What follows belongs to an exercise in optimizing a design on an open flow for small area, a short achievable clock period and few clock cycles per item; a production flow would make more cautious choices.
Function was checked by simulation only, so behaviour that the tests miss may differ from the original.

==> design/flow/design.v <==
module fp_round #(
    parameter W = 28
) (
    input  wire              sign,
    input  wire signed [10:0] etop,
    input  wire [W-1:0]      m,
    output reg  [31:0]       result
);
    integer lz;
    integer i;
    integer shr;
    reg signed [11:0] eres;
    reg [W-1:0] nm;
    reg         ext_sticky;
    reg [23:0]  frac;
    reg         guard;
    reg         sticky;
    reg         inc;
    reg [33:0]  packed_mag;
    always @(*) begin
        lz = W;
        for (i = 0; i < W; i = i + 1)
            if (m[i]) lz = W - 1 - i;
        ext_sticky = 1'b0;
        if (etop - lz >= 1) begin
            nm   = m << lz;
            eres = etop - lz;
        end else if (etop >= 1) begin
            nm   = m << (etop - 1);
            eres = 12'sd1;
        end else begin
            shr  = 1 - etop;
            if (shr > W) shr = W;
            nm   = m >> shr;
            eres = 12'sd1;
            for (i = 0; i < W; i = i + 1)
                if (i < shr && m[i]) ext_sticky = 1'b1;
        end
        frac   = nm[W-1 -: 24];
        guard  = nm[W-25];
        sticky = ext_sticky | (|nm[W-26:0]);
        inc    = guard & (sticky | frac[0]);
        packed_mag = (({22'd0, eres} - 34'd1) << 23) + {10'd0, frac} + {33'd0, inc};
        if (m == {W{1'b0}})
            result = {sign, 31'd0};
        else if (packed_mag >= 34'h07F800000)
            result = {sign, 31'h7F800000};
        else
            result = {sign, packed_mag[30:0]};
    end
endmodule
module fp_mul (
    input  wire [31:0] a,
    input  wire [31:0] b,
    output reg  [31:0] y
);
    wire       sa = a[31];
    wire       sb = b[31];
    wire [7:0] ea = a[30:23];
    wire [7:0] eb = b[30:23];
    wire [22:0] fa = a[22:0];
    wire [22:0] fb = b[22:0];
    wire a_nan  = (ea == 8'hFF) && (fa != 0);
    wire b_nan  = (eb == 8'hFF) && (fb != 0);
    wire a_inf  = (ea == 8'hFF) && (fa == 0);
    wire b_inf  = (eb == 8'hFF) && (fb == 0);
    wire a_zero = (ea == 8'h00) && (fa == 0);
    wire b_zero = (eb == 8'h00) && (fb == 0);
    wire        sy = sa ^ sb;
    wire [23:0] ma = {ea != 8'h00, fa};
    wire [23:0] mb = {eb != 8'h00, fb};
    wire [7:0]  ea1 = (ea == 8'h00) ? 8'd1 : ea;
    wire [7:0]  eb1 = (eb == 8'h00) ? 8'd1 : eb;
    wire [47:0] prod = ma * mb;
    wire signed [10:0] etop = $signed({3'b000, ea1}) + $signed({3'b000, eb1}) - 11'sd126;
    wire [31:0] rounded;
    fp_round #(.W(48)) u_round (
        .sign   (sy),
        .etop   (etop),
        .m      (prod),
        .result (rounded)
    );
    always @(*) begin
        if (a_nan || b_nan || (a_inf && b_zero) || (a_zero && b_inf))
            y = 32'h7FC00000;
        else if (a_inf || b_inf)
            y = {sy, 31'h7F800000};
        else
            y = rounded;
    end
endmodule
module fp_add (
    input  wire [31:0] a,
    input  wire [31:0] b,
    output reg  [31:0] y
);
    wire a_nan = (a[30:23] == 8'hFF) && (a[22:0] != 0);
    wire b_nan = (b[30:23] == 8'hFF) && (b[22:0] != 0);
    wire a_inf = (a[30:23] == 8'hFF) && (a[22:0] == 0);
    wire b_inf = (b[30:23] == 8'hFF) && (b[22:0] == 0);
    wire        swap = b[30:0] > a[30:0];
    wire [31:0] big  = swap ? b : a;
    wire [31:0] sml  = swap ? a : b;
    wire [7:0]  eb = (big[30:23] == 8'h00) ? 8'd1 : big[30:23];
    wire [7:0]  es = (sml[30:23] == 8'h00) ? 8'd1 : sml[30:23];
    wire [23:0] mb = {big[30:23] != 8'h00, big[22:0]};
    wire [23:0] ms = {sml[30:23] != 8'h00, sml[22:0]};
    wire [7:0]  d  = eb - es;
    reg  [26:0] ms_al;
    reg         st;
    always @(*) begin
        if (d >= 8'd27) begin
            ms_al = 27'd0;
            st    = (ms != 0);
        end else begin
            ms_al = {ms, 3'b000} >> d;
            st    = |({ms, 3'b000} & ((27'd1 << d) - 27'd1));
        end
    end
    wire        sub = big[31] ^ sml[31];
    wire [27:0] ms_st = {1'b0, ms_al[26:1], ms_al[0] | st};
    wire [27:0] sum = sub ? ({1'b0, mb, 3'b000} - ms_st)
                          : ({1'b0, mb, 3'b000} + ms_st);
    wire signed [10:0] etop = $signed({3'b000, eb}) + 11'sd1;
    wire [31:0] rounded;
    fp_round #(.W(28)) u_round (
        .sign   (big[31]),
        .etop   (etop),
        .m      (sum),
        .result (rounded)
    );
    always @(*) begin
        if (a_nan || b_nan || (a_inf && b_inf && (a[31] != b[31])))
            y = 32'h7FC00000;
        else if (a_inf)
            y = a;
        else if (b_inf)
            y = b;
        else if (sum == 28'd0)
            y = {a[31] & b[31], 31'd0};
        else
            y = rounded;
    end
endmodule
module clip_os4 (
    input  wire        clk,
    input  wire        rst,
    input  wire        in_valid,
    output wire        in_ready,
    input  wire [31:0] in_data,
    input  wire        in_dcb,
    output reg         out_valid,
    output reg  [31:0] out_data
);
    localparam L2   = 12;
    localparam L4   = 8;
    localparam CAP0 = L2 / 2 + 1;    
    localparam CAP1 = L4 / 2 + 1;    
    localparam CAP2 = L4 + 1;        
    localparam CAP3 = L2 + 1;        
    localparam [31:0] F_ZERO  = 32'h00000000;
    localparam [31:0] F_NZERO = 32'h80000000;
    localparam [31:0] F_ONE   = 32'h3F800000;
    localparam [31:0] F_TWO   = 32'h40000000;
    localparam [31:0] DC_COEF = 32'h3F7F5C29;
    function [31:0] h2;
        input [3:0] i;
        case (i)
            4'd0:    h2 = 32'h3B55B602;
            4'd1:    h2 = 32'h3BF9D017;
            4'd2:    h2 = 32'hBCB715DF;
            4'd3:    h2 = 32'hBD5E6592;
            4'd4:    h2 = 32'h3E00BFEA;
            4'd5:    h2 = 32'h3EE14B6F;
            4'd6:    h2 = 32'h3EE14B6F;
            4'd7:    h2 = 32'h3E00BFEA;
            4'd8:    h2 = 32'hBD5E6592;
            4'd9:    h2 = 32'hBCB715DF;
            4'd10:   h2 = 32'h3BF9D017;
            4'd11:   h2 = 32'h3B55B602;
            default: h2 = 32'h00000000;
        endcase
    endfunction
    function [31:0] h4;
        input [3:0] i;
        case (i)
            4'd0:    h4 = 32'hBBA93946;
            4'd1:    h4 = 32'hBCBB7422;
            4'd2:    h4 = 32'h3DC627D4;
            4'd3:    h4 = 32'h3EDCD232;
            4'd4:    h4 = 32'h3EDCD232;
            4'd5:    h4 = 32'h3DC627D4;
            4'd6:    h4 = 32'hBCBB7422;
            4'd7:    h4 = 32'hBBA93946;
            default: h4 = 32'h00000000;
        endcase
    endfunction
    localparam [2:0] S_IDLE = 3'd0;
    localparam [2:0] S_DC1  = 3'd1;    
    localparam [2:0] S_DC2  = 3'd2;    
    localparam [2:0] S_DC3  = 3'd3;    
    localparam [2:0] S_RUN  = 3'd4;    
    localparam [2:0] S_DBL  = 3'd5;    
    localparam [1:0] K_PUSH = 2'd0;
    localparam [1:0] K_FIRE = 2'd1;    
    localparam [1:0] K_FIRO = 2'd2;    
    localparam [1:0] K_FIR  = 2'd3;    
    localparam [4:0] LAST_STAGE = 5'd17;
    reg [2:0]  state;
    reg [4:0]  stage;
    reg [3:0]  k;
    reg        dcb;
    reg [31:0] x;
    reg [31:0] t;
    reg [31:0] acc;
    reg [31:0] e, o, y0, y1, y2, y3, d0, d1;
    reg [31:0] x_z1, y_z1;
    reg [32*CAP0-1:0] buf0;
    reg [32*CAP1-1:0] buf1;
    reg [32*CAP2-1:0] buf2;
    reg [32*CAP3-1:0] buf3;
    reg [3:0] head0, head1, head2, head3;
    reg [1:0]  st_kind;
    reg [1:0]  st_buf;
    reg [31:0] st_push;    
    reg [3:0]  st_n;       
    always @(*) begin
        st_kind = K_PUSH;
        st_buf  = 2'd0;
        st_push = x;
        st_n    = 4'd0;
        case (stage)
            5'd0:  begin st_kind = K_PUSH; st_buf = 2'd0; st_push = x;  end
            5'd1:  begin st_kind = K_FIRE; st_buf = 2'd0; st_n = L2 / 2; end
            5'd2:  begin st_kind = K_FIRO; st_buf = 2'd0; st_n = L2 / 2; end
            5'd3:  begin st_kind = K_PUSH; st_buf = 2'd1; st_push = e;  end
            5'd4:  begin st_kind = K_FIRE; st_buf = 2'd1; st_n = L4 / 2; end
            5'd5:  begin st_kind = K_FIRO; st_buf = 2'd1; st_n = L4 / 2; end
            5'd6:  begin st_kind = K_PUSH; st_buf = 2'd1; st_push = o;  end
            5'd7:  begin st_kind = K_FIRE; st_buf = 2'd1; st_n = L4 / 2; end
            5'd8:  begin st_kind = K_FIRO; st_buf = 2'd1; st_n = L4 / 2; end
            5'd9:  begin st_kind = K_PUSH; st_buf = 2'd2; st_push = y0; end
            5'd10: begin st_kind = K_PUSH; st_buf = 2'd2; st_push = y1; end
            5'd11: begin st_kind = K_FIR;  st_buf = 2'd2; st_n = L4;     end
            5'd12: begin st_kind = K_PUSH; st_buf = 2'd2; st_push = y2; end
            5'd13: begin st_kind = K_PUSH; st_buf = 2'd2; st_push = y3; end
            5'd14: begin st_kind = K_FIR;  st_buf = 2'd2; st_n = L4;     end
            5'd15: begin st_kind = K_PUSH; st_buf = 2'd3; st_push = d0; end
            5'd16: begin st_kind = K_PUSH; st_buf = 2'd3; st_push = d1; end
            5'd17: begin st_kind = K_FIR;  st_buf = 2'd3; st_n = L2;     end
            default: ;
        endcase
    end
    function [3:0] tap_index;
        input [3:0] head;
        input [3:0] delay;
        input [3:0] cap;
        begin
            if (head >= delay) tap_index = head - delay;
            else               tap_index = head + cap - delay;
        end
    endfunction
    reg [31:0] tap;
    reg [31:0] coef;
    reg [3:0]  cidx;
    always @(*) begin
        case (st_buf)
            2'd0:    tap = buf0[32*tap_index(head0, k, CAP0) +: 32];
            2'd1:    tap = buf1[32*tap_index(head1, k, CAP1) +: 32];
            2'd2:    tap = buf2[32*tap_index(head2, k, CAP2) +: 32];
            default: tap = buf3[32*tap_index(head3, k, CAP3) +: 32];
        endcase
        case (st_kind)
            K_FIRE:  cidx = {k[2:0], 1'b0};
            K_FIRO:  cidx = {k[2:0], 1'b1};
            default: cidx = k;
        endcase
        coef = (st_buf == 2'd0 || st_buf == 2'd3) ? h2(cidx) : h4(cidx);
    end
    reg  [31:0] mac_a, mac_b, mac_c;
    wire [31:0] prod;
    wire [31:0] mac_y;
    always @(*) begin
        mac_a = coef;
        mac_b = tap;
        mac_c = acc;
        case (state)
            S_DC1: begin mac_a = F_ONE;   mac_b = x;    mac_c = {~x_z1[31], x_z1[30:0]}; end
            S_DC2: begin mac_a = DC_COEF; mac_b = y_z1; mac_c = F_NZERO; end
            S_DC3: begin mac_a = F_ONE;   mac_b = t;    mac_c = acc; end
            S_DBL: begin mac_a = F_TWO;   mac_b = acc;  mac_c = F_NZERO; end
            default: ;
        endcase
    end
    fp_mul u_mul (.a(mac_a), .b(mac_b), .y(prod));
    fp_add u_add (.a(prod), .b(mac_c), .y(mac_y));
    assign in_ready = (state == S_IDLE);
    wire fir_last = (k == st_n - 4'd1);
    always @(posedge clk) begin
        if (rst) begin
            state     <= S_IDLE;
            stage     <= 5'd0;
            k         <= 4'd0;
            dcb       <= 1'b0;
            x         <= F_ZERO;
            t         <= F_ZERO;
            acc       <= F_ZERO;
            e         <= F_ZERO;
            o         <= F_ZERO;
            y0        <= F_ZERO;
            y1        <= F_ZERO;
            y2        <= F_ZERO;
            y3        <= F_ZERO;
            d0        <= F_ZERO;
            d1        <= F_ZERO;
            x_z1      <= F_ZERO;
            y_z1      <= F_ZERO;
            buf0      <= {32*CAP0{1'b0}};
            buf1      <= {32*CAP1{1'b0}};
            buf2      <= {32*CAP2{1'b0}};
            buf3      <= {32*CAP3{1'b0}};
            head0     <= 4'd0;
            head1     <= 4'd0;
            head2     <= 4'd0;
            head3     <= 4'd0;
            out_valid <= 1'b0;
            out_data  <= F_ZERO;
        end else begin
            out_valid <= 1'b0;
            case (state)
                S_IDLE: begin
                    if (in_valid) begin
                        x     <= in_data;
                        dcb   <= in_dcb;
                        stage <= 5'd0;
                        k     <= 4'd0;
                        acc   <= F_ZERO;
                        state <= in_dcb ? S_DC1 : S_RUN;
                    end
                end
                S_DC1: begin
                    t     <= mac_y;
                    state <= S_DC2;
                end
                S_DC2: begin
                    acc   <= mac_y;
                    state <= S_DC3;
                end
                S_DC3: begin
                    x_z1  <= x;
                    y_z1  <= mac_y;
                    x     <= mac_y;
                    acc   <= F_ZERO;
                    state <= S_RUN;
                end
                S_RUN: begin
                    if (st_kind == K_PUSH) begin
                        case (st_buf)
                            2'd0: begin
                                head0 <= (head0 == CAP0 - 1) ? 4'd0 : head0 + 4'd1;
                                buf0[32*((head0 == CAP0 - 1) ? 0 : head0 + 1) +: 32] <= st_push;
                            end
                            2'd1: begin
                                head1 <= (head1 == CAP1 - 1) ? 4'd0 : head1 + 4'd1;
                                buf1[32*((head1 == CAP1 - 1) ? 0 : head1 + 1) +: 32] <= st_push;
                            end
                            2'd2: begin
                                head2 <= (head2 == CAP2 - 1) ? 4'd0 : head2 + 4'd1;
                                buf2[32*((head2 == CAP2 - 1) ? 0 : head2 + 1) +: 32] <= st_push;
                            end
                            default: begin
                                head3 <= (head3 == CAP3 - 1) ? 4'd0 : head3 + 4'd1;
                                buf3[32*((head3 == CAP3 - 1) ? 0 : head3 + 1) +: 32] <= st_push;
                            end
                        endcase
                        stage <= stage + 5'd1;
                        k     <= 4'd0;
                        acc   <= F_ZERO;
                    end else begin
                        acc <= mac_y;
                        k   <= k + 4'd1;
                        if (fir_last) begin
                            k <= 4'd0;
                            if (st_kind == K_FIR) begin
                                case (stage)
                                    5'd11: d0 <= mac_y;
                                    5'd14: d1 <= mac_y;
                                    default: begin
                                        out_data  <= mac_y;
                                        out_valid <= 1'b1;
                                    end
                                endcase
                                acc   <= F_ZERO;
                                if (stage == LAST_STAGE) begin
                                    stage <= 5'd0;
                                    state <= S_IDLE;
                                end else begin
                                    stage <= stage + 5'd1;
                                end
                            end else begin
                                state <= S_DBL;
                            end
                        end
                    end
                end
                S_DBL: begin
                    case (stage)
                        5'd1: e  <= mac_y;
                        5'd2: o  <= mac_y;
                        5'd4: y0 <= mac_y;
                        5'd5: y1 <= mac_y;
                        5'd7: y2 <= mac_y;
                        default: y3 <= mac_y;
                    endcase
                    acc   <= F_ZERO;
                    stage <= stage + 5'd1;
                    state <= S_RUN;
                end
                default: state <= S_IDLE;
            endcase
        end
    end
endmodule
==> design/flow/run.sh <==
#!/bin/bash
# synth_recipe.tcl (not shown) runs the flow's synth.tcl, then flattens the netlist and writes it again
# the make line also repeats each setting of config.mk as NAME=value (left out here)
make -C /OpenROAD-flow-scripts/flow DESIGN_CONFIG=/design/flow/config.mk WORK_HOME=/design/flow/orfs CLKGATE_MAP_FILE= SYNTH_SCRIPT=/design/flow/synth_recipe.tcl finish
==> design/flow/config.mk <==
export PLATFORM = sky130hd
export DESIGN_NAME = clip_os4
export DESIGN_NICKNAME = clip_os4
export VERILOG_FILES = /design/flow/design.v
export SDC_FILE = /design/flow/constraint.sdc
export NUM_CORES = 4
export LEC_CHECK = 0
export CAP_MARGIN = 20
export CORE_MARGIN = 2
export CORE_UTILIZATION = 40
export SLEW_MARGIN = 20
==> design/flow/constraint.sdc <==
create_clock -name core_clock -period 50.0 [get_ports {clk}]
set_input_delay 10.0000 -clock core_clock [delete_from_list [all_inputs] [get_ports {clk}]]
set_output_delay 10.0000 -clock core_clock [all_outputs]
set_load 0.01 [all_outputs]
==> summary.txt <==
## layout make-up
class                      count  area, um^2
inverter                     810        3040
antenna                       19        47.5
tap                         3939        4930
clock buffer                 249        4830
fill                       30300      167000
multi-input combinational  12100       81300
sequential                  1565       31300
timing repair buffer         528        4210
clock inverter                49         702
## state kept, by name, indices dropped and copies added, names as in the netlist, 160 cells and up
signal,flops
buf1,160
buf2,288
buf3,416
buf0,224
## metrics by stage
step / hold WS [ns] / instances / cell area (um^2)
CTS: 0.448 / 19200 / 130000
finish: 0.448 / 19200 / 130000
detailed placement: 0.436 / 18900 / 125000
global placement: 0.435 / 18900 / 125000
global route: 0.458 / 19200 / 130000
floorplan: 0.423 / 15800 / 120000
## routing by layer
| metal | routed length (um) | track usage |
|---|---|---|
| met1 | 227000 | 0.470 |
| met2 | 224000 | 0.495 |
| met3 | 51400 | 0.0709 |
| met4 | 29100 | 0.162 |
| met5 | 177 | 0 |
## final timing paths
| path | startpoint | endpoint | slack (ns) |
|---|---|---|---|
| hold / removal | buf1[90]$_SDFFE_PP0P_ | buf1[90]$_SDFFE_PP0P_ | 0.45 |
| hold reg to reg | buf1[90]$_SDFFE_PP0P_ | buf1[90]$_SDFFE_PP0P_ | 0.45 |
| setup / recovery | k[3]$_SDFFE_PP0P_ | y0[18]$_SDFFE_PP0P_ | 3.05 |
| setup reg to reg | k[3]$_SDFFE_PP0P_ | y0[18]$_SDFFE_PP0P_ | 3.05 |
## critical path: cells and delay by family, from the launching register on
kind                     cells  cell delay, ns
adder cells (fa/ha/maj)     18            7.68
AND/OR/NAND/NOR             60           13.38
AO/OA/AOI/OAI               65           17.07
XOR/XNOR                     2            1.35
flip-flops                   1            0.62
buffers and inverters       24            6.39
## synth_stat cells (all sizes together) (66+ instances only)
| library cell | number | area (um^2) |
|---|---|---|
| nor4 | 71 | 508 |
| mux4 | 110 | 2480 |
| buf | 234 | 1170 |
| nand4 | 86 | 538 |
| a22oi | 819 | 6150 |
| nand3 | 591 | 2960 |
| nor2 | 1658 | 6250 |
| nand2b | 67 | 419 |
| a21o | 86 | 646 |
| a31oi | 112 | 731 |
| a22o | 93 | 815 |
| xor2 | 68 | 596 |
| o21ai | 598 | 3000 |
| a32oi | 66 | 597 |
| a211oi | 149 | 1160 |
| ha | 374 | 4680 |
| or3 | 67 | 424 |
| mux2 | 81 | 912 |
| inv | 801 | 3010 |
| and2 | 212 | 1330 |
| o22ai | 131 | 820 |
| fa | 498 | 9970 |
| o211ai | 135 | 1040 |
| dfxtp | 1565 | 31300 |
| o21a | 68 | 510 |
| mux2i | 469 | 4700 |
| clkbuf | 1146 | 4300 |
| xnor2 | 138 | 1230 |
| nand2 | 2606 | 9790 |
| nor3 | 234 | 1200 |
| and3 | 134 | 838 |
| a21oi | 1407 | 7060 |
## kinds of logic (layout without fill, tap and decap cells)
family / after synthesis / after routing / synth area share
flops: 1565 / 1565 / 0.262
other cells: 0 / 19 / 0
xor+xnor: 207 / 207 / 0.0154
simple gates: 5942 / 5942 / 0.216
buf+inv: 2190 / 1636 / 0.0710
mux: 660 / 660 / 0.0675
compound gates: 4408 / 4408 / 0.246
fa+ha+maj: 872 / 872 / 0.122
==> flow_metrics.py <==
metrics = {
    "floorplan": {
        "io_pins": 70,
        "dieArea_um2": 304000,
        "die_w_um": 551,
        "num_rows": 200,
        "fp.dieH_um": 551,
        "initial_utilization": 0.403,
        "coreArea_um2": 298000,
    },
    "clocking": {
        "cts_buffers": 163,
        "cts_setup_buffers": 0,
        "cts_resized": 0,
        "h-tree-depth": 4,
        "cts_root_buffer": "clkbuf_16",
        "cts.sinks": 1565,
        "cts_buffer_depth": 3,
        "path_clk_slew_ns": 0.06,
        "clock_latency_ns": 0.84,
        "hold_buffers": 0,
        "cts_tree": "built",
    },
    "logic_synthesis": {
        "synthArstFlopShare": 0,
        "yosys_register_bits": 1565,
        "ys.flop_type": "dfxtp_1",
        "yosysUniqueCellTypes": 135,
        "syn_nets": 16800,
        "synth-edff-count": 0,
        "yosysWarningCount": 5,
        "synth_seq_area_share": 0.262,
        "syn-cell-area_um2": 120000,
        "syn_avg_cell_area_um2": 7.56,
        "synthCells": 15800,
    },
    "timing": {
        "finalHoldViolCount": 0,
        "finClkSkew_ns": 0.100,
        "rsz0062_at_grt": "no",
        "report.final.slew_viol_count": 0,
        "relSlewSlack": 0.0915,
        "post-route-period-util": 0.939,
        "worst_slack_ns": 3.05,
        "setup_violations": 0,
        "max_clock_freq_mhz": 21.3,
        "worstMarginPinSlew_ns": 1.35,
        "fin_tns_setup_ns": 0,
        "period_minus_slack_ns": 46.95,
    },
    "placement": {
        "pre_cts_ws_ns": 4.57,
        "gp_congestion": 1.03,
        "io_buffers": 69,
        "dpl.hpwl_mm": 373,
    },
    "layout": {
        "layout_commonest_cell": "nand2_1",
        "final_core_util": 0.438,
        "fin_nets": 16100,
        "layout-drive-gt1-share": 0.0824,
        "final_cell_mix": "nand2_1, nor2_1, dfxtp_1",
        "area_growth_pct": 8.87,
    },
    "setup_path": {
        "crit_path_max_fanout": 42,
        "critical_path_required_ns": 50.74,
        "end_kind": "flip-flop",
        "crit_top_cell": "a21oi_1",
        "reg2reg_depth": 169,
        "startpoint_type": "flip-flop",
        "critPathArrivalTime_ns": 47.68,
        "path_class": "reg -> reg",
        "max_stage_delay_ns": 0.99,
        "cp_slowest_cell": "a221oi_4",
    },
    "outcome": {
        "status": "timing/DRC/antenna clean",
    },
    "routing": {
        "drc": 0,
        "via_per_inst": 6.33,
        "num_vias": 122000,
        "drtPass1Iterations": 7,
        "drt-wirelength-per-cell_um": 27.6,
        "drt-total-wl_mm": 532,
        "ant_nets": 0,
        "drtIter0Drc": 15400,
    },
    "grt": {
        "grt_usage": 0.338,
        "grt_pass1_wl_mm": 779,
        "gr-total-overflow": 0,
        "grt_max_degree": 192,
        "grt_pass1_vias": 112000,
        "antenna_found_initial": 27,
    },
    "worst_hold_path": {
        "holdPathStages": 2,
        "hp-class": "reg -> reg",
    },
    "flow_run": {
        "max_cap_viol_count": 0,
    },
}
Testbench counts, summed over its fixed seeds: cycles 235,196, items 3,200.

-- re-timing with driven ports --
In the flow no input, the clock included, has a driving cell. The finished layout below was timed again as built, in two steps.
Step 1 (the two cells are an assumption about what drives the block):
set clk [get_ports {clk}]
set_driving_cell -lib_cell sky130_fd_sc_hd__clkbuf_16 $clk
set_driving_cell -lib_cell sky130_fd_sc_hd__buf_2 [delete_from_list [all_inputs] $clk]
Step 2 adds t to the input delays and takes it off the output delays; t is the mean of the earliest and latest rising clock arrival at the registers after step 1. Input paths then give back, and output paths get back, about the clock's delay inside the block.
Slacks: ideal / step 1 / step 2; pairs: ideal / step 1.
shift t [ns]: 0.877
setup WS [ns]: 3.055 / 3.055 / 3.055
worst hold slack (ns): 0.448 / 0.448 / 0.448
latest minus earliest clock arrival (ns): 0.100 / 0.100
worst slew at a driven data input, ns: 0.12
After both steps setup and hold are still met in this run. For this run, drivers alone change the setup slack by 0.000 ns; drivers and shift together by 0.000 ns.
